From an optimization exercise on the open Yosys and OpenROAD flow, aimed at small area; shortcuts taken in it are not production practice.
Only simulation tests tie the RTL to the original design; equivalence was not proved.
The clock port is modelled as an ideal driver; clocking choices that lean on that would not hold on a real chip.
Power is estimated from default activity; no workload was simulated.

==> design/flow/config.mk <==
export PLATFORM = sky130hd
export DESIGN_NAME = owir
export DESIGN_NICKNAME = owir
export VERILOG_FILES = /design/flow/design.v
export SDC_FILE = /design/flow/constraint.sdc
export NUM_CORES = 4
export LEC_CHECK = 0
export CAP_MARGIN = 5
export CORE_MARGIN = 2
export CORE_UTILIZATION = 40
export GPL_TIMING_DRIVEN = 0
export SLEW_MARGIN = 5
==> design/flow/flow/t06.abc <==
strash
&get -n
&st
&synch2
&dch -f
&nf -R 1000 -p -F 20 -A 10 -C 32 -E 10
&put
strash
&get -n
&st
&syn4
&dch -f
&nf -R 1000 -p -F 20 -A 10 -C 32 -E 10
&put
topo
==> design/flow/flow/s32.abc <==
strash
&get -n
&st
&syn4
&dch -f
&nf -R 1000 -p -F 20 -A 10 -C 32 -E 10
&put
strash
dc2
&get -n
&st
&dch -f
&nf -R 1000 -p -F 20 -A 10 -C 32 -E 10
&put
topo
==> design/flow/flow/t08.abc <==
strash
&get -n
&st
&syn4
&syn4
&dch -f
&nf -R 1000 -p -F 10 -A 6 -C 32
&put
strash
dc2
&get -n
&st
&dch -f
&nf -R 1000 -p -F 10 -A 6 -C 32
&put
topo
==> design/flow/flow/t03.abc <==
strash
&get -n
&st
&dc2
&syn4
&dch -f
&nf -R 1000 -p -F 20 -A 10 -C 32 -E 10
&put
strash
&get -n
&st
&syn4
&dch -f
&nf -R 1000 -p -F 20 -A 10 -C 32 -E 10
&put
topo
==> design/flow/standard.sh <==
#!/bin/bash
# synth_recipe.tcl (not shown) runs the flow's synth.tcl, then flattens the netlist and writes it again
# the make line also repeats each setting of config.mk as NAME=value (left out here)
make -C /OpenROAD-flow-scripts/flow DESIGN_CONFIG=/design/flow/config.mk WORK_HOME=/design/flow/orfs CLKGATE_MAP_FILE= SYNTH_SCRIPT=/design/flow/synth_recipe.tcl "${@:-finish}"
==> design/flow/flow/s26.abc <==
strash
&get -n
&st
&syn4
&dch -f
&nf -R 1000 -p -F 10 -A 6 -C 32
&put
strash
dc2
&get -n
&st
&dch -f
&nf -R 1000 -p -F 10 -A 6 -C 32
&put
topo
==> design/flow/flow/s14.abc <==
strash
dc2
&get -n
&st
&dch -f
&nf -R 1000
&put
strash
dc2
&get -n
&st
&dch -f
&nf -R 1000
&put
topo
==> design/flow/design.v <==
module owir_sync #(
    parameter WIDTH  = 1,
    parameter STAGES = 2,
    parameter [WIDTH-1:0] RESET_VAL = {WIDTH{1'b1}}
) (
    input  wire             clk,
    input  wire             rst,
    input  wire [WIDTH-1:0] d,
    output wire [WIDTH-1:0] q
);
    reg [WIDTH-1:0] stage [0:STAGES-1];
    integer i;
    always @(posedge clk) begin
        if (rst) begin
            for (i = 0; i < STAGES; i = i + 1)
                stage[i] <= RESET_VAL;
        end else begin
            stage[0] <= d;
            for (i = 1; i < STAGES; i = i + 1)
                stage[i] <= stage[i-1];
        end
    end
    assign q = stage[STAGES-1];
endmodule
module owir_onewire (
    input  wire        clk,
    input  wire        rst,
    input  wire        cmd_wr,        
    input  wire [15:0] cmd_v,
    input  wire        line,          
    output wire [1:0]  role,
    output reg         idle_high,
    output wire        busy,
    output reg  [2:0]  op,
    output reg  [2:0]  bitno,
    output reg  [1:0]  result,
    output reg  [7:0]  rdata,
    output wire        done_flag,     
    output wire        err_flag       
);
    localparam [8:0] CNT_END  = 9'b100010000;
    localparam [8:0] CNT_MASK = 9'b011101111;
    localparam [8:0] C480 = 9'b000001110;
    localparam [8:0] C40  = 9'b110111100;
    localparam [8:0] C300 = 9'b111101010;
    localparam [8:0] C5   = 9'b011110001;
    localparam [8:0] C56  = 9'b001010001;
    localparam [8:0] C60  = 9'b110000101;
    localparam [8:0] C1   = 9'b100010000;
    localparam [8:0] C10  = 9'b110010111;
    localparam [8:0] C50  = 9'b001010111;
    reg [1:0] ph;         
    reg [8:0] cnt;
    reg [7:0] sh;
    assign busy = !(ph[1] && ph[0]);
    assign role = busy ? {1'b0, ph == 2'd0} : {idle_high, 1'b0};
    wire is_rst  = !op[2] && !op[1] && op[0];
    wire is_wr   = !op[0];
    wire is_byte = op[2];
    wire rsv_ok  = (cmd_v[7:3] == 5'd0);
    wire accept  = cmd_wr && !busy && rsv_ok;
    wire [2:0] new_op = cmd_v[2:0];
    wire timed   = (new_op != 3'd0) && !(new_op[2] && new_op[1]);
    wire last = busy && ((cnt & CNT_MASK) == (CNT_END & CNT_MASK));
    wire more = is_byte && !(&bitno);
    wire end1 = last && ph == 2'd1;
    wire end2 = last && ph == 2'd2;
    wire next_bit = more && ((end1 && is_wr) || (end2 && !is_wr && !is_rst));
    wire finish   = (end1 && is_wr && !more) || (end2 && (is_rst || !more));
    assign done_flag = finish;
    assign err_flag  = cmd_wr && (busy || !rsv_ok);
    reg [8:0] cnt_ld;
    always @(*) begin
        if (!busy) begin
            if (new_op == 3'd1)      cnt_ld = C480;
            else if (!new_op[0])     cnt_ld = cmd_v[8] ? C5 : C60;
            else                     cnt_ld = C1;
        end else if (ph == 2'd0) begin
            if (is_rst)              cnt_ld = C40;
            else if (is_wr)          cnt_ld = sh[0] ? C56 : C1;
            else                     cnt_ld = C10;
        end else if (ph == 2'd1) begin
            if (is_rst)              cnt_ld = C300;
            else if (is_wr)          cnt_ld = sh[1] ? C5 : C60;
            else                     cnt_ld = C50;
        end else begin
            cnt_ld = C1;
        end
    end
    always @(posedge clk) begin
        if (!busy || last)
            cnt <= cnt_ld;
        else
            cnt <= {cnt[7:0], ~(cnt[8] ^ cnt[4])};
    end
    always @(posedge clk) begin
        if (!busy)
            sh <= cmd_v[15:8];
        else if (end1)
            sh <= {line, sh[7:1]};
    end
    always @(posedge clk) begin
        if (rst) begin
            ph        <= 2'd3;
            idle_high <= 1'b0;
            op        <= 3'd0;
            bitno     <= 3'd0;
            result    <= 2'd0;
            rdata     <= 8'd0;
        end else begin
            if (last)
                ph <= (finish || next_bit) ? {finish, finish} : ph + 2'd1;
            if (next_bit)
                bitno <= bitno + 3'd1;
            if (end2 && is_rst)
                result <= !line ? 2'd3 : !sh[7] ? 2'd1 : 2'd2;
            if (finish && !is_wr && !is_rst)
                rdata <= is_byte ? sh : {7'd0, sh[7]};
            if (accept && new_op != 3'd0) begin
                op <= new_op;
                if (new_op[2] && new_op[1]) begin
                    idle_high <= !new_op[0];
                end else begin
                    ph    <= 2'd0;
                    bitno <= 3'd0;
                    if (new_op == 3'd1)
                        result <= 2'd0;
                end
            end
        end
    end
endmodule
module owir_tick (
    input  wire        clk,
    input  wire        rst,
    input  wire        tick_en,
    input  wire        btn_en,
    input  wire [3:0]  btn,         
    output wire        beat,
    output reg  [15:0] beat_cnt,
    output wire [2:0]  local_val,   
    output reg  [5:0]  hold,        
    output wire [3:0]  db_nz,
    output wire        btn_flag     
);
    localparam [9:0] DIV_S0   = 10'b0110111011;
    localparam [9:0] DIV_END  = 10'b1011011011;
    localparam [9:0] DIV_MASK = 10'b1011111011;
    localparam [4:0] DB_LOAD  = 5'b00010;
    localparam [4:0] DB_ZMASK = 5'b10111;
    localparam [4:0] DB_LAST  = 5'b10000;
    localparam [4:0] DB_LMASK = 5'b11101;
    reg [9:0] div;
    reg [1:0] lv;          
    reg [4:0] db [0:3];
    reg [3:0] btn_prev;
    assign beat = tick_en && ((div & DIV_MASK) == (DIV_END & DIV_MASK));
    wire [9:0] div_nx = {div[8:0], ~(div[9] ^ div[6])};
    reg  [4:0] db_n [0:3];
    reg  [3:0] honour, nz;
    integer k;
    always @(*) begin
        for (k = 0; k < 4; k = k + 1) begin
            nz[k]     = (db[k] & DB_ZMASK) != 5'd0;
            honour[k] = btn_en && btn_prev[k] && !btn[k] &&
                        (!nz[k] || (beat && (db[k] & DB_LMASK) == (DB_LAST & DB_LMASK)));
            db_n[k]   = honour[k] ? DB_LOAD :
                        (beat && nz[k]) ? {db[k][3:0], ~(db[k][4] ^ db[k][2])} : db[k];
        end
    end
    assign btn_flag = |honour;
    assign db_nz = nz;
    wire       hold_nz = hold != 6'd0;
    wire [5:0] hold_d  = (beat && hold_nz) ? hold - 6'd1 : hold;
    wire       collapse = beat && (hold[5:1] == 5'd0);
    wire [1:0] pressed_id = honour[0] ? 2'd1 :
                            honour[1] ? 2'd2 :
                            honour[2] ? 2'd3 : 2'd0;
    assign local_val = {hold_nz && lv == 2'd0, lv};
    always @(posedge clk)
        btn_prev <= btn;
    always @(posedge clk) begin
        if (!tick_en || beat)
            div <= DIV_S0;
        else
            div <= div_nx;
    end
    always @(posedge clk) begin
        if (rst) begin
            beat_cnt  <= 16'd0;
            lv        <= 2'd0;
            hold      <= 6'd0;
            for (k = 0; k < 4; k = k + 1)
                db[k] <= 5'd0;
        end else begin
            if (beat)
                beat_cnt <= beat_cnt + 16'd1;
            for (k = 0; k < 4; k = k + 1)
                db[k] <= db_n[k];
            if (btn_flag) begin
                lv        <= pressed_id;
                hold      <= 6'd48;
            end else begin
                if (collapse)
                    lv <= 2'd0;
                hold <= hold_d;
            end
        end
    end
endmodule
module owir_irtx (
    input  wire       clk,
    input  wire       rst,
    input  wire       tick_en,
    input  wire       tx_en,
    input  wire       beat,
    input  wire [2:0] local_val,    
    output reg  [3:0] slot,
    output reg  [2:0] snap,
    output reg        frame_active,
    output wire       transmit,
    output wire       ir_tx_o
);
    localparam [3:0] CAR_END  = 4'b1010;
    localparam [3:0] CAR_MASK = 4'b1101;
    reg [3:0] car_cnt;
    reg       car_phase;
    wire start = slot[3] && slot[1] && slot[0];    
    reg slot_on;
    always @(*) begin
        case (slot)
            4'd0, 4'd1, 4'd5: slot_on = 1'b1;
            4'd2:             slot_on = !snap[2];
            4'd3:             slot_on = !snap[1];
            4'd4:             slot_on = !snap[0];
            default:          slot_on = 1'b0;
        endcase
    end
    assign transmit = frame_active && slot_on;
    always @(posedge clk) begin
        if (rst) begin
            slot         <= 4'd11;
            snap         <= 3'd0;
            frame_active <= 1'b0;
        end else if (!tick_en) begin
            slot         <= 4'd11;
            frame_active <= 1'b0;
        end else if (beat) begin
            if (start) begin
                slot         <= 4'd0;
                snap         <= local_val;
                frame_active <= tx_en && (local_val != 3'd0);
            end else begin
                slot         <= slot + 4'd1;
            end
        end
    end
    always @(posedge clk) begin
        if (!transmit) begin
            car_cnt   <= 4'd0;
            car_phase <= 1'b1;
        end else if ((car_cnt & CAR_MASK) == (CAR_END & CAR_MASK)) begin
            car_cnt   <= 4'd0;
            car_phase <= !car_phase;
        end else begin
            car_cnt   <= {car_cnt[2:0], ~(car_cnt[3] ^ car_cnt[2])};
        end
    end
    assign ir_tx_o = transmit && car_phase;
endmodule
module owir_irrx (
    input  wire       clk,
    input  wire       rst,
    input  wire       rx_en,
    input  wire       beat,
    input  wire       line,          
    output reg  [2:0] rx_state,
    output reg  [3:0] rx_acc,
    output reg  [3:0] peer_val,
    output wire       peer_valid,
    output reg  [4:0] age,           
    output wire       rx_flag,       
    output wire       err_flag       
);
    localparam [2:0] S_IDLE = 3'd0, S_START = 3'd1, S_B0 = 3'd2, S_B1 = 3'd3,
                     S_B2 = 3'd4, S_B3 = 3'd5, S_MARK = 3'd6, S_STOP = 3'd7;
    localparam [9:0] RX_HALF  = 10'b1000001110;
    localparam [9:0] RX_SLOT  = 10'b1000101110;
    localparam [9:0] RX_END   = 10'b0111010101;
    localparam [9:0] RX_MASK  = 10'b1111111111;
    reg       rx_prev;
    reg [9:0] rx_cnt;
    wire idle   = (rx_state == S_IDLE);
    wire fall   = rx_prev && !line;
    wire firing = rx_en && !idle && ((rx_cnt & RX_MASK) == (RX_END & RX_MASK));
    assign rx_flag  = firing && (rx_state == S_STOP) && line;
    assign err_flag = firing && (((rx_state == S_START) && line) ||
                                 ((rx_state == S_STOP)  && !line));
    wire age_sat = age[4] && age[3] && age[0];       
    assign peer_valid = !age_sat;
    always @(posedge clk) begin
        if (idle)
            rx_cnt <= RX_HALF;
        else if (firing)
            rx_cnt <= RX_SLOT;
        else
            rx_cnt <= {rx_cnt[8:0], ~(rx_cnt[9] ^ rx_cnt[6])};
    end
    always @(posedge clk)
        rx_prev <= line;
    always @(posedge clk) begin
        if (rst) begin
            rx_state   <= S_IDLE;
            rx_acc     <= 4'd0;
            peer_val   <= 4'd0;
            age        <= 5'd25;
        end else begin
            if (beat) begin
                if (!age_sat)
                    age <= age + 5'd1;
                if (age[4] && age[3])                      
                    peer_val <= 4'd0;
            end
            if (!rx_en) begin
                rx_state <= S_IDLE;
            end else if (idle) begin
                if (fall) begin
                    rx_state <= S_START;
                    rx_acc   <= 4'd0;
                end
            end else if (firing) begin
                case (rx_state)
                    S_START: rx_state <= line ? S_IDLE : S_B0;
                    S_B0, S_B1, S_B2, S_B3: begin
                        rx_acc   <= {rx_acc[2:0], line};
                        rx_state <= rx_state + 3'd1;
                    end
                    S_MARK:  rx_state <= S_STOP;
                    default: begin  
                        rx_state <= S_IDLE;
                        if (line) begin
                            peer_val <= rx_acc;
                            age      <= 5'd0;
                        end
                    end
                endcase
            end
        end
    end
endmodule
module owir (
    input  wire        clk,
    input  wire        rst,
    input  wire        bus_sel,
    input  wire        bus_we,
    input  wire [4:0]  bus_off,
    input  wire [15:0] bus_wdata,
    input  wire        bus_size,
    output reg  [15:0] bus_rdata,
    output wire        ow_oe,
    output wire        ow_o,
    input  wire        ow_i,
    output wire        ir_tx_o,
    input  wire        ir_rx_i,
    input  wire [3:0]  btn_i,
    output wire        irq_tick,
    output wire        irq_ow,
    output wire        irq_rx,
    output wire        irq_btn
);
    wire ow_s, ir_s;
    wire [3:0] btn_s;
    owir_sync #(.WIDTH(6), .STAGES(2), .RESET_VAL(6'h3F)) u_sync (
        .clk(clk), .rst(rst),
        .d({btn_i, ir_rx_i, ow_i}),
        .q({btn_s, ir_s, ow_s})
    );
    wire [3:0] reg_idx = bus_off[4:1];
    wire       wr      = bus_sel && bus_we;
    wire       wr_ctrl = wr && (reg_idx == 4'd0);
    wire       wr_ifg  = wr && (reg_idx == 4'd1);
    wire       wr_cmd  = wr && (reg_idx == 4'd2);
    reg [3:0] ctrl_en, ctrl_ie;
    reg [5:0] ifg;
    wire tick_en = ctrl_en[0];
    wire tx_en   = ctrl_en[1];
    wire rx_en   = ctrl_en[2];
    wire btn_en  = ctrl_en[3];
    wire        beat;
    wire [15:0] beat_cnt;
    wire [2:0]  local_val;
    wire [5:0]  hold;
    wire [3:0]  db_nz;
    wire        btn_flag;
    owir_tick u_tick (
        .clk(clk), .rst(rst), .tick_en(tick_en), .btn_en(btn_en), .btn(btn_s),
        .beat(beat), .beat_cnt(beat_cnt), .local_val(local_val), .hold(hold),
        .db_nz(db_nz), .btn_flag(btn_flag)
    );
    wire [3:0] slot;
    wire [2:0] snap;
    wire       frame_active, transmit;
    owir_irtx u_tx (
        .clk(clk), .rst(rst), .tick_en(tick_en), .tx_en(tx_en), .beat(beat),
        .local_val(local_val), .slot(slot), .snap(snap),
        .frame_active(frame_active), .transmit(transmit), .ir_tx_o(ir_tx_o)
    );
    wire [2:0] rx_state;
    wire [3:0] rx_acc, peer_val;
    wire       peer_valid;
    wire [4:0] age;
    wire       rx_flag, rx_err_flag;
    owir_irrx u_rx (
        .clk(clk), .rst(rst), .rx_en(rx_en), .beat(beat), .line(ir_s),
        .rx_state(rx_state), .rx_acc(rx_acc), .peer_val(peer_val),
        .peer_valid(peer_valid), .age(age), .rx_flag(rx_flag), .err_flag(rx_err_flag)
    );
    wire [1:0] ow_role, ow_result;
    wire       ow_idle_high, ow_busy;
    wire [2:0] ow_op, ow_bit;
    wire [7:0] ow_rdata;
    wire       ow_done_flag, ow_err_flag;
    owir_onewire u_ow (
        .clk(clk), .rst(rst), .cmd_wr(wr_cmd), .cmd_v(bus_wdata), .line(ow_s),
        .role(ow_role), .idle_high(ow_idle_high), .busy(ow_busy), .op(ow_op),
        .bitno(ow_bit), .result(ow_result), .rdata(ow_rdata),
        .done_flag(ow_done_flag), .err_flag(ow_err_flag)
    );
    wire [5:0] ifg_set = {ow_err_flag, rx_err_flag, btn_flag, rx_flag, ow_done_flag, beat};
    wire [5:0] ifg_clr = wr_ifg ? bus_wdata[5:0] : 6'd0;
    always @(posedge clk) begin
        if (rst) begin
            ctrl_en <= 4'd0;
            ctrl_ie <= 4'd0;
            ifg     <= 6'd0;
        end else begin
            if (wr_ctrl) begin
                ctrl_en <= bus_wdata[3:0];
                ctrl_ie <= bus_wdata[11:8];
            end
            ifg <= (ifg & ~ifg_clr) | ifg_set;
        end
    end
    assign ow_oe = ow_role[0] || ow_role[1];
    assign ow_o  = ow_role[1];
    assign irq_tick = ifg[0] && ctrl_ie[0];
    assign irq_ow   = ifg[1] && ctrl_ie[1];
    assign irq_rx   = ifg[2] && ctrl_ie[2];
    assign irq_btn  = ifg[3] && ctrl_ie[3];
    always @(*) begin
        case (reg_idx)
            4'h0: bus_rdata = {4'd0, ctrl_ie, 4'd0, ctrl_en};
            4'h1: bus_rdata = {10'd0, ifg};
            4'h3: bus_rdata = {2'b00, ow_bit, ow_op, 1'b0, ow_s, ow_result,
                               ow_idle_high, ow_role, ow_busy};
            4'h4: bus_rdata = {8'h00, ow_rdata};
            4'h5: bus_rdata = {5'd0, ir_tx_o, frame_active, transmit, 1'b0, snap, 1'b0, local_val};
            4'h6: bus_rdata = {7'd0, ir_s, rx_acc, 1'b0, rx_state};
            4'h7: bus_rdata = {3'd0, age, 3'b000, peer_valid, peer_val};
            4'h8: bus_rdata = beat_cnt;
            4'h9: bus_rdata = {12'h000, slot};
            4'hA: bus_rdata = {4'h0, btn_s, 4'h0, db_nz};
            4'hB: bus_rdata = {10'd0, hold};
            default: bus_rdata = 16'h0000;
        endcase
    end
endmodule
==> design/flow/flow/s29.abc <==
strash
&get -n
&st
&syn4
&dch -f
&nf -R 1000 -p -F 10 -A 6 -C 32
&put
strash
dc2
&get -n
&st
&dch -f
&nf -R 1000 -p -F 10 -A 6 -C 32
&put
strash
dc2
&get -n
&st
&dch -f
&nf -R 1000 -p -F 10 -A 6 -C 32
&put
topo
==> design/flow/flow/t07.abc <==
strash
&get -n
&st
&syn4
&dch -f
&nf -R 1000
&put
strash
dc2
&get -n
&st
&dch -f
&nf -R 1000 -p -F 20 -A 10 -C 32 -E 10
&put
topo
==> design/flow/flow/t05.abc <==
strash
dc2
resub -K 8
rewrite
refactor
&get -n
&st
&syn4
&dch -f
&nf -R 1000 -p -F 10 -A 6 -C 32
&put
strash
dc2
&get -n
&st
&dch -f
&nf -R 1000 -p -F 10 -A 6 -C 32
&put
topo
==> design/flow/flow/t01.abc <==
strash
&get -n
&st
&syn4
&dch -f
&nf -R 1000 -p -F 30 -A 20 -C 32 -E 30
&put
strash
dc2
&get -n
&st
&dch -f
&nf -R 1000 -p -F 30 -A 20 -C 32 -E 30
&put
topo
==> design/flow/flow/t02.abc <==
strash
&get -n
&st
&syn2
&dch -f
&nf -R 1000 -p -F 20 -A 10 -C 32 -E 10
&put
strash
dc2
&get -n
&st
&dch -f
&nf -R 1000 -p -F 20 -A 10 -C 32 -E 10
&put
topo
==> design/flow/constraint.sdc <==
create_clock -name core_clock -period 10.0 [get_ports {clk}]
set_input_delay 2.0000 -clock core_clock [delete_from_list [all_inputs] [get_ports {clk}]]
set_output_delay 2.0000 -clock core_clock [all_outputs]
set_load 0.01 [all_outputs]
==> design/flow/flow/run.sh <==
#!/bin/bash
# Own layout flow: the standard flow (standard.sh) with
#  - synthesis: the standard script without adder cells and with the smallest of several area-oriented abc mappings,
#  - port buffers: buf_1 instead of the default pick,
#  - CTS: clkbuf_8 leaf buffers, clkbuf_16 root, no dummy loads.
set -euo pipefail
W=$(pwd)
export FLOW_WORK=$W
export MY_ABC_DIR=$W/flow
export BUFFER_PORTS_ARGS="-buffer_cell sky130_fd_sc_hd__buf_1"
export CTS_ARGS="-sink_clustering_enable -repair_clock_nets -dont_use_dummy_load -buf_list sky130_fd_sc_hd__clkbuf_8 -root_buf sky130_fd_sc_hd__clkbuf_16"
sed "s#SYNTH_SCRIPT=[^ ]*#SYNTH_SCRIPT=$W/flow/my_synth.tcl#" standard.sh > my_standard.sh
grep -q "SYNTH_SCRIPT=$W/flow/my_synth.tcl" my_standard.sh
bash my_standard.sh synth > synth.log 2>&1
bash my_standard.sh > layout.log 2>&1
test -f out/final.def
==> design/flow/flow/s22.abc <==
strash
&get -n
&st
&syn4
&dch -f
&nf -R 1000
&put
strash
dc2
&get -n
&st
&dch -f
&nf -R 1000
&put
topo
==> design/flow/flow/my_synth.tcl <==
# The standard synthesis (synth_recipe.tcl, sourced unchanged), with only the
# combinational mapping changed: no adder extraction into ha/fa cells (ADDER_MAP_FILE
# cleared), and abc run with each area-oriented script in flow/*.abc, keeping the
# mapping with the smallest cell area. Registers are untouched.
proc abc {args} {
  set i [lsearch -exact $args -script]
  if {$i < 0} { return [yosys abc {*}$args] }
  set libargs {}
  foreach lib $::env(LIB_FILES) { lappend libargs -liberty $lib }
  yosys design -save pre_abc
  set best ""; set best_area 1e18
  foreach s [lsort [glob $::env(MY_ABC_DIR)/*.abc]] {
    yosys design -load pre_abc
    lset args [expr {$i + 1}] $s
    yosys abc {*}$args
    set f $::env(OBJECTS_DIR)/abc_try.txt
    yosys tee -q -o $f stat {*}$libargs
    set fh [open $f r]; set txt [read $fh]; close $fh
    if {[regexp {Chip area for module '[^']*': ([0-9.]+)} $txt -> a]} {
      puts "ABC_TRY [file tail $s] area $a"
      if {$a < $best_area} { set best_area $a; set best $s }
    }
  }
  puts "ABC_BEST [file tail $best] area $best_area"
  yosys design -load pre_abc
  lset args [expr {$i + 1}] $best
  yosys abc {*}$args
}
set ::env(ADDER_MAP_FILE) ""
source $::env(FLOW_WORK)/synth_recipe.tcl
==> design/flow/flow/t04.abc <==
strash
&get -n
&st
&syn4
&dch -f
&nf -R 1000 -p -F 20 -A 10 -C 32 -E 10
&put
strash
dc2
&get -n
&st
&dch -f
&nf -R 1000 -p -F 20 -A 10 -C 32 -E 10
&put
strash
dc2
&get -n
&st
&dch -f
&nf -R 1000 -p -F 20 -A 10 -C 32 -E 10
&put
topo
==> key figures, run 1 <==
Die
  – Die area: roughly 17,000 µm²
  – FP Rows: between 40 and 50
  – I/O pin cnt: 55
  – Starting Density: 41.1%
  – Die Height: about 130 µm
  – Die W: between 100 and 150 µm
  – Core area: 15,300 µm²

Placed design
  – Port Buffers: 52
  – Post-DP HPWL: 12.9 mm
  – DP Cell Count: 920
  – Routability Congestion: around 0.9
  – Placed cell area: a little under 7000 µm²

Synthesis
  – Yosys cell types: a little over 50
  – Simple-Gate Fraction of Synth Area: ~22%
  – Combinational family with the most area after synthesis: simple AND/OR/NAND/NOR gates
  – Post-synthesis compound-gate area fraction: a little over a fifth
  – Top cell type's share of synthesized area: around half
  – Synth async-reset ratio: 0%
  – Synthesized Nets: between 600 and 700
  – Seq/Total Area, Yosys: between 50 and 60%
  – Most common cell in the netlist: dfxtp_1
  – Post-Syn Area: between 6000 and 7000 µm²
  – Post-synth top area cell: dfxtp_1
  – #FFs+latches synth: 160
  – Mapped Cells: 654
  – Yosys synthesis warning count: 9
  – Adder-cell area share of the yosys netlist: 0%
  – Synth Area per Inst: 9.60 µm²
  – Ys flop type: dfxtp_1
  – Area contributors post-synth: dfxtp_1 (48%), a22o_1 (6.7%), edfxtp_1 (3.8%)
  – XOR/XNOR share of the synthesized area: about 1.8%
  – Post-synth top cells: dfxtp_1 (152), nor2_1 (59), nand2_1 (58)
  – Portion of netlist area occupied by mux cells: about 1.8%
  – Number of synthesized flops with an enable pin: 8

Clock network
  – Setup Fix Bufs, Post-CTS: 0
  – CTS Root Cell: clkbuf_16
  – Total CTS buffers: 17
  – Hold buffers post-CTS: 0
  – H-tree depth: 4
  – CTS tree: built
  – Post-cts resize count: 0
  – Maximum clock path buffer count: 2
  – Reg clk slew, reported paths: approximately 60 ps
  – Insertion delay to the later sink of the worst-skew pair: around 380 ps
  – Sink Count: 160

Global routing
  – GRT overflow: 0
  – GRT Util Overall: a little over a fifth
  – Vias in the first global route: roughly 5,100
  – Largest net degree at the start of global routing: 34
  – First-pass GRT wire length: approximately 28 mm
  – Initial antenna violation count: 0

Setup path
  – Critical Path Start Type: primary input
  – RR Startpoint: u_tick.div[7]$_SDFF_PP1_
  – Reg-to-reg setup timing slack: 5800 ps
  – Critical Path Fanout Max: 8
  – R2R Path End: u_tick.beat_cnt[15]$_SDFFE_PP0N_
  – Reg2reg path depth: 16
  – WP data required: around 8000 ps
  – Crit. End Element: primary output
  – Kind of critical path: in2out
  – WP data arrival: 4040 ps

Final layout
  – # diodes: 0
  – Fin area: 7060 µm²
  – Area delta synth->final: 12.4%
  – Fillers: 1,503
  – Layout cells sized above 1: 3.71%
  – Nets@finish: around 760
  – Fin cells: 938

Pwr
  – Max VDD drop: 0.0912 mV
  – Pwr Total: between 1 and 1.5 mW
  – Pwr Density: ~150 nW/µm²
  – P_leak: between 2 and 2.5 nW

Worst hold path
  – Hold Startpoint: u_sync.stage[1][3]$_SDFF_PP1_
  – Hold Path End: u_tick.btn_prev[1]$_DFF_P_
  – Hold depth: 0
  – Worst hold-check path type: reg2reg

Timing
  – Tcrit/Tclk final: 60.4%
  – Final hold violations: 0
  – Actual slew at the worst max-slew pin: around 1000 ps
  – Slew margin rel.: between 30% and 40%
  – RSZ-0062 raised after global routing: no
  – Final Max Slew Viols: 0
  – Max Fclk: about 170 MHz
  – Post-Route Skew: approximately 19 ps
  – WHS: a little over 400 ps
  – Setup_tns: 0 ps
  – Final setup viols: 0
  – Min Tclk post-route: 6040 ps

Drt
  – ANT nets after route: 0
  – Via Count: roughly 5,500
  – DR WL/cell: 18.7 µm
  – Iter 0 DRT Violations: 611
  – Drt drc: 0
  – Via/cell ratio: a little under 6
  – Final wirelength: around 18 mm
  – DR pass1 iterations: 7

Outcome
  – Status: no timing/DRC/antenna violations

Job
  – Max Cap Viol: 0
registers in the layout, indices dropped and copies added, names as in the netlist, 4 cells and up:
register,cells
ctrl_en,4
ctrl_ie,4
ifg,6
u_ow.cnt,9
u_ow.rdata,8
u_ow.sh,8
u_rx.age,5
u_rx.peer_val,4
u_rx.rx_acc,4
u_rx.rx_cnt,10
u_sync.stage,12
u_tick.beat_cnt,16
u_tick.btn_prev,4
u_tick.db,20
u_tick.div,10
u_tick.hold,6
u_tx.car_cnt,4
u_tx.slot,4
area by class of cell:
class	count	area [µm²]	share of cell area, %
timing repair buffer	56	244	3.46
inverter	12	45.0	0.638
multi-input combinational	482	2980	42.2
sequential	160	3280	46.5
clock buffer	17	245	3.48
tap	211	264	3.74
where the power goes:
| group | leakage (nW) | switching (mW) | internal, mW |
|---|---|---|---|
| logic | 1.03 | 0.0273 | 0.0128 |
| clock network | 0.127 | 0.198 | 0.160 |
| registers | 1.32 | 0.00536 | 0.650 |
cell families after synthesis:
family / count (synthesis)
simple gates: 273
compound gates: 186
flops: 160
xor+xnor: 13
buf+inv: 12
mux: 10
worst max path at each step:
stage	start	end	cells after the start
floorplan	bus_off[3]	bus_rdata[1]	4
global placement	bus_off[3]	bus_rdata[5]	6
detailed placement	bus_off[3]	bus_rdata[2]	7
CTS	bus_off[3]	bus_rdata[2]	7
global route	bus_off[3]	bus_rdata[2]	7
finish	bus_off[1]	bus_rdata[2]	7
cell usage in the layout, fill, tap and decap left out, types with 3 or more instances in the layout:
cell type  instances
nand2b_1          11
o31ai_1            4
edfxtp_1           8
nor2b_1            7
nor4_1            11
dfxtp_1          152
nor3_1            30
a22o_1            48
nand3_1           14
clkinv_1          12
a211oi_1           6
nand4_1            8
xnor2_1            8
or2_0             14
xor2_1             5
nor2_1            59
o22ai_1            4
a22oi_1           11
a31oi_1            5
a21oi_1           44
clkbuf_8          16
and3_1            15
buf_1             51
a222oi_1          22
mux2_1             8
nor3b_1            3
nand2_1           58
and2_0            21
o21ai_0           26
or3_1              7
through the flow:
step           utilization [%]  setup WS [ps]
2_1_floorplan                -           4560
3_3_place_gp              44.2           3280
3_5_place_dp              44.6           4110
4_1_cts                   46.2           4090
5_1_grt                   46.2           3900
6_report                  46.2           3960
routing by layer:
metal | up-vias | part of all wire [%] | track usage (%)
li1 | 2631 | - | -
met1 | 2635 | 44 | 29.3
met2 | 249 | 45 | 32.9
met3 | 31 | 7.6 | 5.78
met4 | 0 | 2.7 | 9.65
met5 | - | 0 | 0
worst max-delay path: stages:
cell and delay (ps):
buf_1 310, nand2b_1 200, nor3_1 760, a222oi_1 270, nand4_1 190, a21o_1 150
buf_1 160
==> inputs of run 2 (changes only) <==
--- a/design/flow/flow/run.sh
+++ b/design/flow/flow/run.sh
@@ -4,3 +4,5 @@
 #  - port buffers: buf_1 instead of the default pick,
-#  - CTS: clkbuf_8 leaf buffers, clkbuf_16 root, no dummy loads.
+#  - clock tree: built by flow/mantree.tcl before ORFS's CTS step (a clkbuf_16 root on the
+#    clock port driving clkbuf_8 leaves, each for about 14 flip-flops grouped by location);
+#    TritonCTS is then pointed at the port net only, which it leaves alone.
 set -euo pipefail
@@ -10,3 +12,5 @@
 export BUFFER_PORTS_ARGS="-buffer_cell sky130_fd_sc_hd__buf_1"
-export CTS_ARGS="-sink_clustering_enable -repair_clock_nets -dont_use_dummy_load -buf_list sky130_fd_sc_hd__clkbuf_8 -root_buf sky130_fd_sc_hd__clkbuf_16"
+export PRE_CTS_TCL=$W/flow/mantree.tcl
+export MT_CLK=clk MT_LEAF=sky130_fd_sc_hd__clkbuf_8 MT_ROOT=sky130_fd_sc_hd__clkbuf_16 MT_SIZE=14
+export CTS_ARGS="-clk_nets clk"
 sed "s#SYNTH_SCRIPT=[^ ]*#SYNTH_SCRIPT=$W/flow/my_synth.tcl#" standard.sh > my_standard.sh
==> design/flow/flow/mantree.tcl (new file) <==
# Manual clock tree: FFs grouped by k-means on location, one leaf buffer per group,
# all leaves driven by one root buffer on the clock port.
set block [ord::get_db_block]
set db [ord::get_db]
set leaf_master [$db findMaster $::env(MT_LEAF)]
set root_master [$db findMaster $::env(MT_ROOT)]
set clk_net [$block findNet $::env(MT_CLK)]
set sinks {}
foreach it [$clk_net getITerms] {
  if {[$it isInputSignal] || [$it getIoType] eq "INPUT"} { lappend sinks $it }
}
set n [llength $sinks]
set k [expr {int(ceil(double($n) / $::env(MT_SIZE)))}]
puts "MANTREE sinks $n groups $k"
# positions
set xs {}; set ys {}
foreach it $sinks {
  set b [[$it getInst] getBBox]
  lappend xs [expr {([$b xMin] + [$b xMax]) / 2.0}]
  lappend ys [expr {([$b yMin] + [$b yMax]) / 2.0}]
}
# init centers: spread along sorted order of x+y
set order [lsort -real -indices [lmap x $xs y $ys {expr {$x + $y}}]]
set cx {}; set cy {}
for {set j 0} {$j < $k} {incr j} {
  set i [lindex $order [expr {int(($j + 0.5) * $n / $k)}]]
  lappend cx [lindex $xs $i]; lappend cy [lindex $ys $i]
}
# balanced k-means: assign by distance with capacity limit
set cap [expr {int(ceil(double($n) / $k))}]
for {set iter 0} {$iter < 30} {incr iter} {
  set pairs {}
  for {set i 0} {$i < $n} {incr i} {
    for {set j 0} {$j < $k} {incr j} {
      set d [expr {abs([lindex $xs $i] - [lindex $cx $j]) + abs([lindex $ys $i] - [lindex $cy $j])}]
      lappend pairs [list $d $i $j]
    }
  }
  set pairs [lsort -real -index 0 $pairs]
  set asg [lrepeat $n -1]; set cnt [lrepeat $k 0]
  set left $n
  foreach p $pairs {
    lassign $p d i j
    if {[lindex $asg $i] >= 0} continue
    if {[lindex $cnt $j] >= $cap} continue
    lset asg $i $j; lset cnt $j [expr {[lindex $cnt $j] + 1}]
    incr left -1
    if {$left == 0} break
  }
  set sx [lrepeat $k 0.0]; set sy [lrepeat $k 0.0]
  for {set i 0} {$i < $n} {incr i} {
    set j [lindex $asg $i]
    lset sx $j [expr {[lindex $sx $j] + [lindex $xs $i]}]
    lset sy $j [expr {[lindex $sy $j] + [lindex $ys $i]}]
  }
  for {set j 0} {$j < $k} {incr j} {
    set c [lindex $cnt $j]
    if {$c > 0} { lset cx $j [expr {[lindex $sx $j] / $c}]; lset cy $j [expr {[lindex $sy $j] / $c}] }
  }
}
# build
set root [odb::dbInst_create $block $root_master "mt_root"]
set rnet [odb::dbNet_create $block "mt_root_net"]
$rnet setSigType CLOCK
[$root findITerm A] connect $clk_net
[$root findITerm X] connect $rnet
set mx 0.0; set my 0.0
for {set j 0} {$j < $k} {incr j} {
  set b [odb::dbInst_create $block $leaf_master "mt_leaf_$j"]
  set net [odb::dbNet_create $block "mt_leaf_net_$j"]
  $net setSigType CLOCK
  [$b findITerm A] connect $rnet
  [$b findITerm X] connect $net
  $b setLocation [expr {int([lindex $cx $j])}] [expr {int([lindex $cy $j])}]
  $b setPlacementStatus PLACED
  set mx [expr {$mx + [lindex $cx $j]}]; set my [expr {$my + [lindex $cy $j]}]
  for {set i 0} {$i < $n} {incr i} {
    if {[lindex $asg $i] == $j} {
      set it [lindex $sinks $i]
      $it disconnect
      $it connect $net
    }
  }
  puts "MANTREE leaf $j sinks [lindex $cnt $j]"
}
$root setLocation [expr {int($mx / $k)}] [expr {int($my / $k)}]
$root setPlacementStatus PLACED
--- a/design/flow/config.mk
+++ b/design/flow/config.mk
@@ -7,6 +7,5 @@
 export LEC_CHECK = 0
-export CAP_MARGIN = 5
+export CAP_MARGIN = 20
 export CORE_MARGIN = 2
 export CORE_UTILIZATION = 40
-export GPL_TIMING_DRIVEN = 0
-export SLEW_MARGIN = 5
+export SLEW_MARGIN = 20
==> key figures, run 2 <==
Placed design
  – Port Buffers: 52
  – Routability Congestion: between 0.9 and 1
  – Dpl ws: slightly above 4000 ps
  – Post-DP HPWL: ~13 mm

Outcome
  – Status: no timing/DRC/antenna violations

Timing
  – Final Max Slew Viols: 0
  – Min Tclk post-route: 5950 ps
  – Max Fclk: 168 MHz
  – Final setup margin: 4050 ps
  – Actual slew at the worst max-slew pin: between 1000 and 1500 ps
  – Post-Route Skew: between 9 and 10 ps
  – RSZ-0062 raised after global routing: no
  – Final setup viols: 0
  – Tcrit/Tclk final: about three fifths
  – Slew margin rel.: 27.4%
  – Final hold violations: 0
  – Setup_tns: 0 ps

Synthesis
  – Post-synth top area cell: dfxtp_1
  – Area contributors post-synth: dfxtp_1 (48%), a22o_1 (6.7%), edfxtp_1 (3.8%)
  – Seq/Total Area, Yosys: a little over half
  – Ys flop type: dfxtp_1
  – #FFs+latches synth: between 150 and 200
  – Yosys cell types: just over 50
  – Post-synth top cells: dfxtp_1 (152), nor2_1 (59), nand2_1 (58)
  – Post-Syn Area: between 6000 and 7000 µm²
  – Most common cell in the netlist: dfxtp_1
  – Synth async-reset ratio: 0%
  – Mapped Cells: 654
  – Number of synthesized flops with an enable pin: 8
  – Top cell type's share of synthesized area: slightly below 50%
  – Synthesized Nets: ~690
  – Synth Area per Inst: ~9.6 µm²
  – Yosys synthesis warning count: 9

Final layout
  – Commonest non-fill, non-tap cells in the layout: dfxtp_1 (152), nor2_1 (59), nand2_1 (58)
  – Area delta synth->final: 11.3%
  – Nets@finish: between 700 and 800
  – # diodes: 0
  – Most flop-heavy register: u_tick.db
  – Max reg flops: 20
  – Most common cell after layout, fill and taps aside: dfxtp_1
  – Fillers: around 1,500
  – Layout cells sized above 1: a little over 3%
  – Biggest regs: u_tick.db (20), u_tick.beat_cnt (16), u_sync.stage (12)

Global routing
  – Global routing's busiest layer: met2
  – GRT Util Overall: 20.5%
  – GRT met2 Usage: approximately a third
  – M3 GR Usage: approximately 2.6%
  – Vias in the first global route: around 5,200
  – Met1 usage: slightly below 30%
  – Largest net degree at the start of global routing: 54
  – Initial antenna violation count: 0
  – First-pass GRT wire length: 27.6 mm
  – GRT overflow: 0

Pwr
  – Sw Ratio: 22.4%
  – Internal power: ~0.79 mW
  – P_leak: between 2 and 2.5 nW
  – Pwr Density: roughly 150 nW/µm²
  – Max VDD drop: 0.0982 mV
  – Psw: roughly 0.23 mW
  – Clk pwr share: 31.8%
  – Combinational share of power: under 10%
  – Seq pwr share: roughly 64%

Die
  – Starting Density: between 40% and 50%
  – Core area: ~15,000 µm²
  – Die Height: 129 µm
  – FP Rows: 45
  – Die area: between 15,000 and 20,000 µm²
  – Die W: between 100 and 150 µm
  – I/O pin cnt: 55

Setup path
  – Crit. End Element: primary output
  – Critical Path Fanout Max: 16
  – Kind of critical path: in2out
  – Critical Path Start Type: primary input
  – WP data required: ~8000 ps
  – WP data arrival: around 4000 ps

Worst hold path
  – Worst hold-check path type: reg2reg

Clock network
  – Reg clk slew, reported paths: 80 ps
  – Hold buffers post-CTS: 0
  – Setup Fix Bufs, Post-CTS: 0
  – Post-cts resize count: 0
  – Insertion delay to the later sink of the worst-skew pair: about 370 ps

Drt
  – Via/cell ratio: 5.83
  – ANT nets after route: 0
  – Final wirelength: roughly 17 mm
  – DR WL/cell: approximately 19 µm
  – Drt drc: 0
  – DR pass1 iterations: 7
  – Iter 0 DRT Violations: ~450
  – Via Count: around 5,500

Job
  – Max Cap Viol: 0
run 2: cell counts after synthesis:
Identical to the previous run, type by type.
run 2: logic make-up after synthesis:
| family | Yosys count | synth area share, % |
|---|---|---|
| compound gates | 186 | 21.4 |
| xor+xnor | 13 | 1.81 |
| buf+inv | 12 | 0.717 |
| flops | 160 | 52.3 |
| mux | 10 | 1.75 |
| simple gates | 273 | 22.1 |
run 2: layer usage:
| layer | share of wire (%) | vias up |
|---|---|---|
| met5 | 0 | - |
| met4 | 3.0 | 0 |
| met3 | 7.8 | 36 |
| met2 | 45 | 216 |
| met1 | 45 | 2585 |
| li1 | - | 2629 |
run 2: layout make-up:
cell class / count / area, µm² / area share (%)
inverter: 12 / 45.0 / 0.645
tap: 211 / 264 / 3.78
timing repair buffer: 59 / 249 / 3.56
multi-input combinational: 482 / 2960 / 42.3
buffer: 13 / 190 / 2.72
sequential: 160 / 3280 / 47.0
run 2: critical path, cell delays in order:
cell	delay, ps
buf_1	220
nand2b_1	210
nor3_2	860
a222oi_1	270
nand3_1	210
buf_1	180
run 2: metrics by stage:
| step | power, mW | instance area [µm²] | hold WS (ps) | cells | utilization, % |
|---|---|---|---|---|---|
| after global routing | 1.06 | 6990 | 418 | 937 | 45.8 |
| after detailed placement | 0.708 | 6800 | 397 | 924 | 44.5 |
| final | 1.02 | 6990 | 399 | 937 | 45.8 |
| after CTS | 0.948 | 6990 | 402 | 937 | 45.8 |
| after global placement | 0.707 | 6800 | 393 | 924 | 44.5 |
| after floorplan | 0.686 | 6280 | 350 | 654 | - |
run 2: power groups by stage:
| stage | logic [mW] | registers (mW) | clock network, mW |
|---|---|---|---|
| final | 0.0387 | 0.654 | 0.322 |
| after global routing | 0.0431 | 0.655 | 0.358 |
| after CTS | 0.0386 | 0.670 | 0.240 |
| after detailed placement | 0.0384 | 0.669 | 0 |
| after global placement | 0.0377 | 0.669 | 0 |
| after floorplan | 0.0190 | 0.667 | 0 |
run 2: worst paths after layout:
| kind | slack [ps] | endpoint | start | cells after the start |
|---|---|---|---|---|
| worst max-delay path | 4050 | bus_rdata[3] | bus_off[4] | 6 |
| worst min-delay path | 400 | u_tick.btn_prev[3]$_DFF_P_ | u_sync.stage[1][5]$_SDFF_PP1_ | 0 |
| worst max register to register | 6090 | u_tick.beat_cnt[15]$_SDFFE_PP0N_ | u_tick.div[7]$_SDFF_PP1_ | 16 |
| worst min register to register | 400 | u_tick.btn_prev[3]$_DFF_P_ | u_sync.stage[1][5]$_SDFF_PP1_ | 0 |
==> inputs of run 3 (changes only) <==
--- a/design/flow/flow/run.sh
+++ b/design/flow/flow/run.sh
@@ -5,3 +5,3 @@
 #  - clock tree: built by flow/mantree.tcl before ORFS's CTS step (a clkbuf_16 root on the
-#    clock port driving clkbuf_8 leaves, each for about 14 flip-flops grouped by location);
+#    clock port driving clkbuf_8 leaves, each for about 18 flip-flops grouped by location);
 #    TritonCTS is then pointed at the port net only, which it leaves alone.
@@ -13,3 +13,3 @@
 export PRE_CTS_TCL=$W/flow/mantree.tcl
-export MT_CLK=clk MT_LEAF=sky130_fd_sc_hd__clkbuf_8 MT_ROOT=sky130_fd_sc_hd__clkbuf_16 MT_SIZE=14
+export MT_CLK=clk MT_LEAF=sky130_fd_sc_hd__clkbuf_8 MT_ROOT=sky130_fd_sc_hd__clkbuf_16 MT_SIZE=18
 export CTS_ARGS="-clk_nets clk"
--- a/design/flow/config.mk
+++ b/design/flow/config.mk
@@ -9,3 +9,3 @@
 export CORE_MARGIN = 2
-export CORE_UTILIZATION = 40
+export CORE_UTILIZATION = 65
 export SLEW_MARGIN = 20
==> key figures, run 3 <==
Outcome
  – Status: no timing/DRC/antenna violations

Drt
  – Via Count: between 5,000 and 6,000
  – Final wirelength: around 16 mm
  – DR WL/cell: about 19 µm
  – Via/cell ratio: between 6 and 7
  – Drt drc: 0
  – ANT nets after route: 0
  – Iter 0 DRT Violations: around 570
  – DR pass1 iterations: 8

Synthesis
  – Post-Syn Area: 6280 µm²
  – #FFs+latches synth: 160
  – Synth Area per Inst: 9.60 µm²
  – Most common cell in the netlist: dfxtp_1
  – Synth async-reset ratio: 0%
  – Number of synthesized flops with an enable pin: 8
  – Yosys cell types: about 50
  – Adder-cell area share of the yosys netlist: 0%
  – Post-synth top cells: dfxtp_1 (152), nor2_1 (59), nand2_1 (58)
  – Ys flop type: dfxtp_1
  – Yosys synthesis warning count: 9
  – Portion of netlist area occupied by mux cells: under 10%
  – Combinational family with the most area after synthesis: simple AND/OR/NAND/NOR gates
  – XOR/XNOR share of the synthesized area: under 10%
  – Seq/Total Area, Yosys: about 52%
  – Top cell type's share of synthesized area: approximately half
  – Synthesized Nets: 686
  – Mapped Cells: ~650
  – Simple-Gate Fraction of Synth Area: between 20% and 30%
  – Post-synth top area cell: dfxtp_1
  – Post-synthesis compound-gate area fraction: 21.4%
  – Area contributors post-synth: dfxtp_1 (48%), a22o_1 (6.7%), edfxtp_1 (3.8%)

Worst hold path
  – Hold Path End: u_tick.btn_prev[1]$_DFF_P_
  – Hold depth: 0
  – Hold Startpoint: u_sync.stage[1][3]$_SDFF_PP1_
  – Worst hold-check path type: reg2reg

Global routing
  – GRT Util Overall: 31.0%
  – Vias in the first global route: between 5,000 and 6,000
  – First-pass GRT wire length: roughly 26 mm
  – Initial antenna violation count: 0
  – GRT overflow: 0
  – Largest net degree at the start of global routing: between 50 and 60

Die
  – Starting Density: between 60 and 70%
  – Core area: 9330 µm²
  – Die W: approximately 100 µm
  – FP Rows: 35
  – Die Height: a little over 100 µm
  – I/O pin cnt: 55
  – Die area: 10,500 µm²

Final layout
  – Biggest regs: u_tick.db (20), u_tick.beat_cnt (16), u_sync.stage (12)
  – Max reg flops: 20
  – Most flop-heavy register: u_tick.db
  – Nets@finish: about 760
  – # diodes: 0
  – Finished Core Util: between 70% and 80%
  – Area delta synth->final: 8.85%
  – Layout cells sized above 1: 2.50%
  – Fin cells: 850
  – Commonest non-fill, non-tap cells in the layout: dfxtp_1 (152), nor2_1 (59), nand2_1 (58)
  – Most common cell after layout, fill and taps aside: dfxtp_1

Pwr
  – Sw Ratio: about 22%
  – Clk pwr share: between 20% and 30%
  – Combinational share of power: 3.9%
  – P_leak: around 2.4 nW
  – Psw: roughly 0.22 mW
  – Internal power: 0.762 mW
  – Max VDD drop: approximately 0.1 mV
  – Seq pwr share: 66.7%
  – Pwr Total: 0.981 mW
  – Pwr Density: around 140 nW/µm²

Timing
  – Setup_tns: 0 ps
  – Final Max Slew Viols: 0
  – RSZ-0062 raised after global routing: no
  – Tcrit/Tclk final: about three fifths
  – Final setup viols: 0
  – Post-Route Skew: about 12 ps
  – Final hold violations: 0
  – WHS: approximately 400 ps
  – Actual slew at the worst max-slew pin: around 1100 ps
  – Max Fclk: 170 MHz
  – Min Tclk post-route: approximately 5900 ps
  – Slew margin rel.: just under 30%

Setup path
  – Critical Path Start Type: primary input
  – Crit. End Element: primary output
  – R2R Path End: u_tick.beat_cnt[15]$_SDFFE_PP0N_
  – WP data required: 8000 ps
  – Reg-to-reg setup timing slack: around 6000 ps
  – RR Startpoint: u_tick.div[3]$_SDFF_PP1_
  – Kind of critical path: in2out
  – Critical Path Fanout Max: 16
  – WP data arrival: roughly 4000 ps
  – Critical path launch point: bus_off[3]
  – Reg2reg path depth: 16

Clock network
  – Reg clk slew, reported paths: approximately 100 ps
  – Setup Fix Bufs, Post-CTS: 0
  – Hold buffers post-CTS: 0
  – Post-cts resize count: 0
  – Insertion delay to the later sink of the worst-skew pair: roughly 370 ps

Job
  – Max Cap Viol: 0

Placed design
  – Port Buffers: 52
  – DP Cell Count: 840
  – Routability Congestion: just under 1
  – Post-DP HPWL: between 10 and 15 mm
[run 3: cell families (layout without fill, tap and decap cells)]
family | Yosys count | in the layout
xor gates and xnor gates | 13 | 13
muxes | 10 | 10
buffers and inverters | 12 | 79
AOI/OAI and AO/OA | 186 | 186
DFF | 160 | 160
and+or+nand+nor | 273 | 273
[run 3: critical path, stage by stage]
cell	delay, ps
buf_1	150
nand2b_1	250
nor3_2	830
a222oi_1	320
nand3_1	170
buf_1	160
[run 3: metrics by stage]
stage               setup slack (ps)  cell area (µm²)
floorplan                       4560             6280
global placement                4180             6680
detailed placement              4150             6680
CTS                             4150             6830
global route                    4010             6830
finish                          4100             6830
[run 3: how the worst max path moves through the flow]
stage	endpoint
2_1_floorplan	bus_rdata[1]
3_3_place_gp	bus_rdata[5]
3_5_place_dp	bus_rdata[5]
4_1_cts	bus_rdata[5]
5_1_grt	bus_rdata[5]
6_report	bus_rdata[5]
[run 3: power by group through the flow]
stage / registers (mW) / logic (mW) / clock network (mW)
after floorplan: 0.667 / 0.0190 / 0
after global placement: 0.669 / 0.0359 / 0
after detailed placement: 0.669 / 0.0372 / 0
after CTS: 0.669 / 0.0374 / 0.209
after global routing: 0.656 / 0.0418 / 0.313
final: 0.655 / 0.0381 / 0.289
[run 3: routing by layer]
layer / wire length, µm / GRT usage, %
met3: 1730 / 4.65
met2: 7320 / 51.3
met4: 447 / 6.77
met5: 0 / 0
met1: 6670 / 43.3
[run 3: cell type report]
cell class	count	area, µm²
Timing Repair Buffer	57	234
Multi-Input combinational cell	482	2960
Sequential cell	160	3280
Fill cell	732	2490
Buffer	10	149
Tap cell	129	161
Inverter	12	45.0
==> inputs of run 4 (changes only) <==
--- a/design/flow/design.v
+++ b/design/flow/design.v
@@ -40,13 +40,14 @@
 );
-    localparam [8:0] CNT_END  = 9'b100010000;
+    localparam [8:0] CNT_END  = 9'b011101111;
     localparam [8:0] CNT_MASK = 9'b011101111;
-    localparam [8:0] C480 = 9'b000001110;
-    localparam [8:0] C40  = 9'b110111100;
-    localparam [8:0] C300 = 9'b111101010;
-    localparam [8:0] C5   = 9'b011110001;
-    localparam [8:0] C56  = 9'b001010001;
-    localparam [8:0] C60  = 9'b110000101;
-    localparam [8:0] C1   = 9'b100010000;
-    localparam [8:0] C10  = 9'b110010111;
-    localparam [8:0] C50  = 9'b001010111;
+    localparam [8:0] C480 = 9'b001101010;    
+    localparam [8:0] C40  = 9'b010110111;    
+    localparam [8:0] C300 = 9'b100010111;    
+    localparam [8:0] C61  = 9'b001100000;    
+    localparam [8:0] E4   = 9'b000001100;    
+    localparam [8:0] E4M  = 9'b000001000;
+    localparam [8:0] E59  = 9'b101110111;    
+    localparam [8:0] E59M = 9'b100110100;
+    localparam [8:0] E10  = 9'b100100111;    
+    localparam [8:0] E10M = 9'b000000101;
     reg [1:0] ph;         
@@ -58,2 +59,3 @@
     wire is_wr   = !op[0];
+    wire is_rd   = !is_wr && !is_rst;
     wire is_byte = op[2];
@@ -62,8 +64,12 @@
     wire [2:0] new_op = cmd_v[2:0];
-    wire timed   = (new_op != 3'd0) && !(new_op[2] && new_op[1]);
-    wire last = busy && ((cnt & CNT_MASK) == (CNT_END & CNT_MASK));
-    wire more = is_byte && !(&bitno);
-    wire end1 = last && ph == 2'd1;
-    wire end2 = last && ph == 2'd2;
-    wire next_bit = more && ((end1 && is_wr) || (end2 && !is_wr && !is_rst));
+    wire at_end = (cnt & CNT_MASK) == (CNT_END & CNT_MASK);
+    wire at_e4  = (cnt & E4M)  == (E4  & E4M);
+    wire at_e59 = (cnt & E59M) == (E59 & E59M);
+    wire at_e10 = (cnt & E10M) == (E10 & E10M);
+    wire more   = is_byte && !(&bitno);
+    wire end0 = busy && ph == 2'd0 &&
+                (is_rst ? at_end : is_wr ? (sh[0] ? at_e4 : at_e59) : 1'b1);
+    wire end1 = busy && ph == 2'd1 && (is_rd ? at_e10 : at_end);
+    wire end2 = busy && ph == 2'd2 && at_end;
+    wire next_bit = more && ((end1 && is_wr) || (end2 && is_rd));
     wire finish   = (end1 && is_wr && !more) || (end2 && (is_rst || !more));
@@ -71,23 +77,11 @@
     assign err_flag  = cmd_wr && (busy || !rsv_ok);
-    reg [8:0] cnt_ld;
-    always @(*) begin
-        if (!busy) begin
-            if (new_op == 3'd1)      cnt_ld = C480;
-            else if (!new_op[0])     cnt_ld = cmd_v[8] ? C5 : C60;
-            else                     cnt_ld = C1;
-        end else if (ph == 2'd0) begin
-            if (is_rst)              cnt_ld = C40;
-            else if (is_wr)          cnt_ld = sh[0] ? C56 : C1;
-            else                     cnt_ld = C10;
-        end else if (ph == 2'd1) begin
-            if (is_rst)              cnt_ld = C300;
-            else if (is_wr)          cnt_ld = sh[1] ? C5 : C60;
-            else                     cnt_ld = C50;
-        end else begin
-            cnt_ld = C1;
-        end
-    end
     always @(posedge clk) begin
-        if (!busy || last)
-            cnt <= cnt_ld;
+        if (!busy)
+            cnt <= (new_op == 3'd1) ? C480 : C61;
+        else if (is_rst && end0)
+            cnt <= C40;
+        else if (is_rst && end1)
+            cnt <= C300;
+        else if (next_bit)
+            cnt <= C61;
         else
@@ -110,3 +104,3 @@
         end else begin
-            if (last)
+            if (end0 || end1 || end2)
                 ph <= (finish || next_bit) ? {finish, finish} : ph + 2'd1;
@@ -116,3 +110,3 @@
                 result <= !line ? 2'd3 : !sh[7] ? 2'd1 : 2'd2;
-            if (finish && !is_wr && !is_rst)
+            if (finish && is_rd)
                 rdata <= is_byte ? sh : {7'd0, sh[7]};
--- a/design/flow/config.mk
+++ b/design/flow/config.mk
@@ -7,5 +7,5 @@
 export LEC_CHECK = 0
-export CAP_MARGIN = 20
+export CAP_MARGIN = 0
 export CORE_MARGIN = 2
 export CORE_UTILIZATION = 65
-export SLEW_MARGIN = 20
+export SLEW_MARGIN = 0
==> key figures, run 4 <==
Outcome
  – Status: no timing/DRC/antenna violations

Final layout
  – FF/Latch Area: 3280 µm²
  – Fin cells: ~850
  – Layout cells sized above 1: about 2.5%
  – # diodes: 0
  – Most flop-heavy register: u_tick.db
  – Fillers: 766
  – Commonest non-fill, non-tap cells in the layout: dfxtp_1 (152), nor2_1 (61), nand2_1 (58)
  – Finished Core Util: between 70 and 80%
  – Most common cell after layout, fill and taps aside: dfxtp_1
  – Area delta synth->final: 8.94%
  – Biggest regs: u_tick.db (20), u_tick.beat_cnt (16), u_sync.stage (12)
  – Multi-input logic area: about 2900 µm²
  – Nets@finish: 753
  – Max reg flops: 20

Setup path
  – Crit. End Element: primary output
  – WP data arrival: 4090 ps
  – Reg2reg path depth: 15
  – Critical Path Fanout Max: 16
  – Kind of critical path: in2out
  – WP data required: approximately 8000 ps
  – R2R Path End: u_tick.beat_cnt[15]$_SDFFE_PP0N_
  – Critical Path Start Type: primary input
  – RR Startpoint: u_tick.div[5]$_SDFF_PP1_
  – Reg-to-reg setup timing slack: between 6000 and 7000 ps

Synthesis
  – Most common cell in the netlist: dfxtp_1
  – Post-synth top cells: dfxtp_1 (152), nor2_1 (61), nand2_1 (58)
  – Synth Area per Inst: 9.57 µm²
  – Yosys synthesis warning count: 9
  – Post-synth top area cell: dfxtp_1
  – Yosys cell types: 44
  – Synthesized Nets: 683
  – Post-Syn Area: a little over 6000 µm²
  – Top cell type's share of synthesized area: between 40% and 50%
  – Seq/Total Area, Yosys: between 50% and 60%
  – Synth async-reset ratio: 0%
  – #FFs+latches synth: 160
  – Area contributors post-synth: dfxtp_1 (49%), a22o_1 (6.3%), edfxtp_1 (3.9%)
  – Number of synthesized flops with an enable pin: 8
  – Mapped Cells: between 600 and 700
  – Ys flop type: dfxtp_1

Drt
  – Iter 0 DRT Violations: approximately 670
  – Via/cell ratio: 6.37
  – DR WL/cell: about 18 µm
  – DR pass1 iterations: 8
  – Drt drc: 0
  – Via Count: between 5,000 and 6,000
  – ANT nets after route: 0
  – Final wirelength: 15.6 mm

Timing
  – Actual slew at the worst max-slew pin: ~1200 ps
  – Setup_tns: 0 ps
  – RSZ-0062 raised after global routing: no
  – WHS: between 300 and 400 ps
  – Final setup viols: 0
  – Slew margin rel.: a little over a fifth
  – Min Tclk post-route: 6090 ps
  – Tcrit/Tclk final: 60.9%
  – Final Max Slew Viols: 0
  – Max Fclk: between 150 and 200 MHz
  – Final hold violations: 0
  – Post-Route Skew: around 14 ps

Clock network
  – Reg clk slew, reported paths: around 100 ps
  – Insertion delay to the later sink of the worst-skew pair: approximately 370 ps
  – Post-cts resize count: 0
  – Hold buffers post-CTS: 0
  – Setup Fix Bufs, Post-CTS: 0

Pwr
  – Max VDD drop: about 0.11 mV
  – P_leak: about 2.4 nW
  – Sw Ratio: between 20% and 30%
  – Pwr Density: approximately 140 nW/µm²
  – Seq pwr share: approximately two thirds
  – Combinational share of power: between 3 and 4%
  – Psw: about 0.21 mW
  – Internal power: approximately 0.76 mW
  – Clk pwr share: about 30%

Global routing
  – First-pass GRT wire length: 24.9 mm
  – Largest net degree at the start of global routing: 47
  – GRT overflow: 0
  – Vias in the first global route: ~5,000
  – Initial antenna violation count: 0
  – GRT Util Overall: 30.1%

Die
  – FP Rows: 35
  – Starting Density: between 60% and 70%
  – I/O pin cnt: 55
  – Die Height: about 100 µm
  – Die W: 102 µm
  – Die area: slightly above 10,000 µm²
  – Core area: 9280 µm²

Placed design
  – DP Cell Count: around 840
  – Port Buffers: 52
  – Routability Congestion: 0.916
  – Post-DP HPWL: between 10 and 15 mm

Worst hold path
  – Worst hold-check path type: reg2reg
  – Hold depth: 0
  – Hold Startpoint: u_sync.stage[1][5]$_SDFF_PP1_
  – Hold Path End: u_tick.btn_prev[3]$_DFF_P_

Job
  – Max Cap Viol: 0
==> run 4: metrics by stage <==
| step | instance area (µm²) | power (mW) | worst slack (ps) |
|---|---|---|---|
| 6_report | 6790 | 0.971 | 3910 |
| 5_1_grt | 6790 | 1.00 | 3820 |
| 4_1_cts | 6790 | 0.908 | 3970 |
| 3_5_place_dp | 6640 | 0.699 | 3980 |
| 3_3_place_gp | 6640 | 0.698 | 4010 |
| 2_1_floorplan | 6230 | 0.680 | 4460 |
==> run 4: power groups by stage <==
stage	combinational [mW]	sequential, mW	clock [mW]
floorplan	0.0159	0.664	0
global placement	0.0319	0.666	0
detailed placement	0.0329	0.666	0
CTS	0.0331	0.666	0.209
global route	0.0371	0.652	0.311
finish	0.0337	0.651	0.286
==> run 4: metal layers <==
layer | track usage, % | vias to the layer above | share of wire, %
met5 | 0 | - | 0
met4 | 8.72 | 0 | 2.7
met3 | 4.99 | 36 | 8.2
met2 | 50.3 | 243 | 46
met1 | 40.5 | 2528 | 43
li1 | - | 2594 | -
==> run 4: how the worst max path moves through the flow <==
stage | startpoint | endpoint | depth (start not counted)
3_5_place_dp | bus_off[4] | bus_rdata[2] | 7
3_3_place_gp | bus_off[4] | bus_rdata[2] | 7
6_report | bus_off[4] | bus_rdata[2] | 7
2_1_floorplan | bus_off[3] | bus_rdata[2] | 5
4_1_cts | bus_off[4] | bus_rdata[2] | 7
5_1_grt | bus_off[4] | bus_rdata[2] | 7
==> run 4: area by class of cell <==
cell class	instances	area share (%)
multi-input combinational	478	42.8
sequential	160	48.4
inverter	13	0.719
tap	129	2.38
timing repair buffer	58	3.56
buffer	10	2.19
==> run 4: cell families (layout without fill, tap and decap cells) <==
group	count (synthesis)	in the layout	share of synthesized area (%)
AOI/OAI and AO/OA	181	181	20.7
muxes	10	10	1.75
xor gates and xnor gates	14	14	1.97
and+or+nand+nor	273	273	22.1
DFF	160	160	52.7
buffers and inverters	13	81	0.783
==> run 4: worst max-delay path, stage by stage <==
cell and delay [ps]:
buf_1 280, nand2b_1 220, nor3_2 820, a222oi_1 270, nand4_1 190, a221o_1 150, buf_1 160
==> inputs of run 5 (changes only) <==
--- a/design/flow/config.mk
+++ b/design/flow/config.mk
@@ -7,5 +7,5 @@
 export LEC_CHECK = 0
-export CAP_MARGIN = 0
+export CAP_MARGIN = 20
 export CORE_MARGIN = 2
 export CORE_UTILIZATION = 65
-export SLEW_MARGIN = 0
+export SLEW_MARGIN = 20
==> key figures, run 5 <==
Outcome
  – Status: no timing/DRC/antenna violations

Synthesis
  – Top cell type's share of synthesized area: roughly half
  – Post-synthesis compound-gate area fraction: roughly a fifth
  – Yosys cell types: 44
  – Portion of netlist area occupied by mux cells: between 1.5 and 2%
  – XOR/XNOR share of the synthesized area: 1.97%
  – Yosys synthesis warning count: 9
  – Area contributors post-synth: dfxtp_1 (49%), a22o_1 (6.3%), edfxtp_1 (3.9%)
  – Post-synth top cells: dfxtp_1 (152), nor2_1 (61), nand2_1 (58)
  – Most common cell in the netlist: dfxtp_1
  – Post-Syn Area: between 6000 and 7000 µm²
  – Combinational family with the most area after synthesis: simple AND/OR/NAND/NOR gates
  – Ys flop type: dfxtp_1
  – Synth Area per Inst: approximately 9.6 µm²
  – Adder-cell area share of the yosys netlist: 0%
  – #FFs+latches synth: 160
  – Seq/Total Area, Yosys: ~53%
  – Mapped Cells: 651
  – Post-synth top area cell: dfxtp_1
  – Number of synthesized flops with an enable pin: 8
  – Simple-Gate Fraction of Synth Area: between 20% and 30%
  – Synthesized Nets: 683
  – Synth async-reset ratio: 0%

Final layout
  – Area delta synth->final: 8.94%
  – Nets@finish: 753
  – Fin area: approximately 6800 µm²
  – Most common cell after layout, fill and taps aside: dfxtp_1
  – Biggest regs: u_tick.db (20), u_tick.beat_cnt (16), u_sync.stage (12)
  – Most flop-heavy register: u_tick.db
  – Commonest non-fill, non-tap cells in the layout: dfxtp_1 (152), nor2_1 (61), nand2_1 (58)
  – Finished Core Util: about 73%
  – FF/Latch Area: 3280 µm²
  – Fin cells: ~850
  – Max reg flops: 20
  – Multi-input logic area: 2900 µm²
  – Layout cells sized above 1: under 10%
  – # diodes: 0
  – Fillers: 766

Global routing
  – GRT Util Overall: 30.1%
  – Initial antenna violation count: 0
  – First-pass GRT wire length: 24.9 mm
  – Largest net degree at the start of global routing: 47
  – Vias in the first global route: 5,029
  – GRT overflow: 0

Clock network
  – Setup Fix Bufs, Post-CTS: 0
  – Reg clk slew, reported paths: 100 ps
  – Insertion delay to the later sink of the worst-skew pair: roughly 370 ps
  – Post-cts resize count: 0
  – Hold buffers post-CTS: 0

Drt
  – Via/cell ratio: around 6.4
  – Iter 0 DRT Violations: slightly below 700
  – DR pass1 iterations: 8
  – Drt drc: 0
  – DR WL/cell: 18.4 µm
  – Final wirelength: roughly 16 mm
  – Via Count: between 5,000 and 6,000
  – ANT nets after route: 0

Die
  – Core area: 9280 µm²
  – I/O pin cnt: between 50 and 60
  – FP Rows: 35
  – Die area: between 10,000 and 15,000 µm²
  – Die W: just over 100 µm
  – Starting Density: between 60% and 70%
  – Die Height: roughly 100 µm

Timing
  – Final hold violations: 0
  – Setup_tns: 0 ps
  – Slew margin rel.: around 22%
  – Final setup margin: 3910 ps
  – Tcrit/Tclk final: 60.9%
  – WHS: roughly 380 ps
  – RSZ-0062 raised after global routing: no
  – Min Tclk post-route: 6090 ps
  – Final setup viols: 0
  – Final Max Slew Viols: 0
  – Post-Route Skew: about 14 ps
  – Actual slew at the worst max-slew pin: about 1200 ps
  – Max Fclk: 164 MHz

Placed design
  – Port Buffers: 52
  – Routability Congestion: 0.916
  – Placed cell area: 6640 µm²
  – Dpl ws: about 4000 ps
  – Post-DP HPWL: between 10 and 15 mm
  – DP Cell Count: between 800 and 900

Job
  – Max Cap Viol: 0

Pwr
  – P_leak: between 2 and 2.5 nW
  – Max VDD drop: about 0.11 mV
  – Pwr Total: roughly 0.97 mW
  – Pwr Density: 143 nW/µm²

Setup path
  – Worst path slowest cell: nor3_2
  – Kind of critical path: in2out
  – CP max stage delay: between 800 and 900 ps
  – WP data arrival: between 4000 and 5000 ps
  – Critical Path Start Type: primary input
  – Crit. End Element: primary output
  – Worst-path cell chain: buf_1 > nand2b_1 > nor3_2 > a222oi_1 > nand4_1 > a221o_1 > buf_1
  – WP data required: 8000 ps
  – Critical Path Fanout Max: 16
  – CP most frequent cell: buf_1

Worst hold path
  – Worst hold-check path type: reg2reg
==> run 5: worst max-delay path, delay by kind of cell <==
family          cells  cell delay (ps)
buf+inv             2              440
simple gates        3             1230
compound gates      2              420
==> run 5: logic make-up after synthesis <==
family	count (synthesis)
AND/OR/NAND/NOR	273
AO/OA/AOI/OAI	181
flip-flops	160
XOR/XNOR	14
buffers and inverters	13
multiplexers	10
==> run 5: report_power, final <==
part           total, mW  internal, mW  switching (mW)
Sequential         0.651         0.648         0.00374
Combinational     0.0337        0.0103          0.0235
Clock              0.286         0.101           0.186
==> run 5: final cells by class <==
| type | instances | area share, % |
|---|---|---|
| repair buffers | 58 | 3.56 |
| flip-flops and latches | 160 | 48.4 |
| inverters | 13 | 0.719 |
| well taps | 129 | 2.38 |
| multi-input cells | 478 | 42.8 |
| plain buffers | 10 | 2.19 |
==> run 5: path summary, 6_finish.rpt <==
check | cells past startpoint | slack, ps | end | from
max | 7 | 3910 | bus_rdata[2] | bus_off[4]
min reg2reg | 0 | 380 | u_tick.btn_prev[3]$_DFF_P_ | u_sync.stage[1][5]$_SDFF_PP1_
max reg2reg | 15 | 6220 | u_tick.beat_cnt[15]$_SDFFE_PP0N_ | u_tick.div[5]$_SDFF_PP1_
min | 0 | 380 | u_tick.btn_prev[3]$_DFF_P_ | u_sync.stage[1][5]$_SDFF_PP1_
==> run 5: per-layer routing <==
| metal | wire (µm) | up-vias | part of all wire, % | global-route usage (%) |
|---|---|---|---|---|
| li1 | - | 2594 | - | - |
| met1 | 6710 | 2528 | 43 | 40.5 |
| met2 | 7230 | 243 | 46 | 50.3 |
| met3 | 1280 | 36 | 8.2 | 4.99 |
| met4 | 429 | 0 | 2.7 | 8.72 |
| met5 | 0 | - | 0 | 0 |

[static timing again, ports no longer ideal]
The results above use ideal ports. As a check the final layouts listed here were re-extracted and re-timed, cells and wires unchanged. Step 1, drivers: a clkbuf_16 drives clk and a buf_2 each remaining input, both assumed. Step 2, shift: input delay + t, output delay - t, t = (earliest + latest rising clock arrival at the registers) / 2. This alone moves slack from input paths to output paths. Three values: no drivers, after step 1, after step 2; two values: the first two.
run | t (ns) | slack for setup (ns)
run 1 | 0.412 | 3.960 / 3.938 / 3.938
run 2 | 0.406 | 4.052 / 4.030 / 4.030
run 3 | 0.402 | 4.105 / 4.058 / 4.058
run 4 | 0.398 | 3.906 / 3.880 / 3.880
run 5 | 0.398 | 3.906 / 3.880 / 3.880
After both steps every run listed still meets setup and hold.
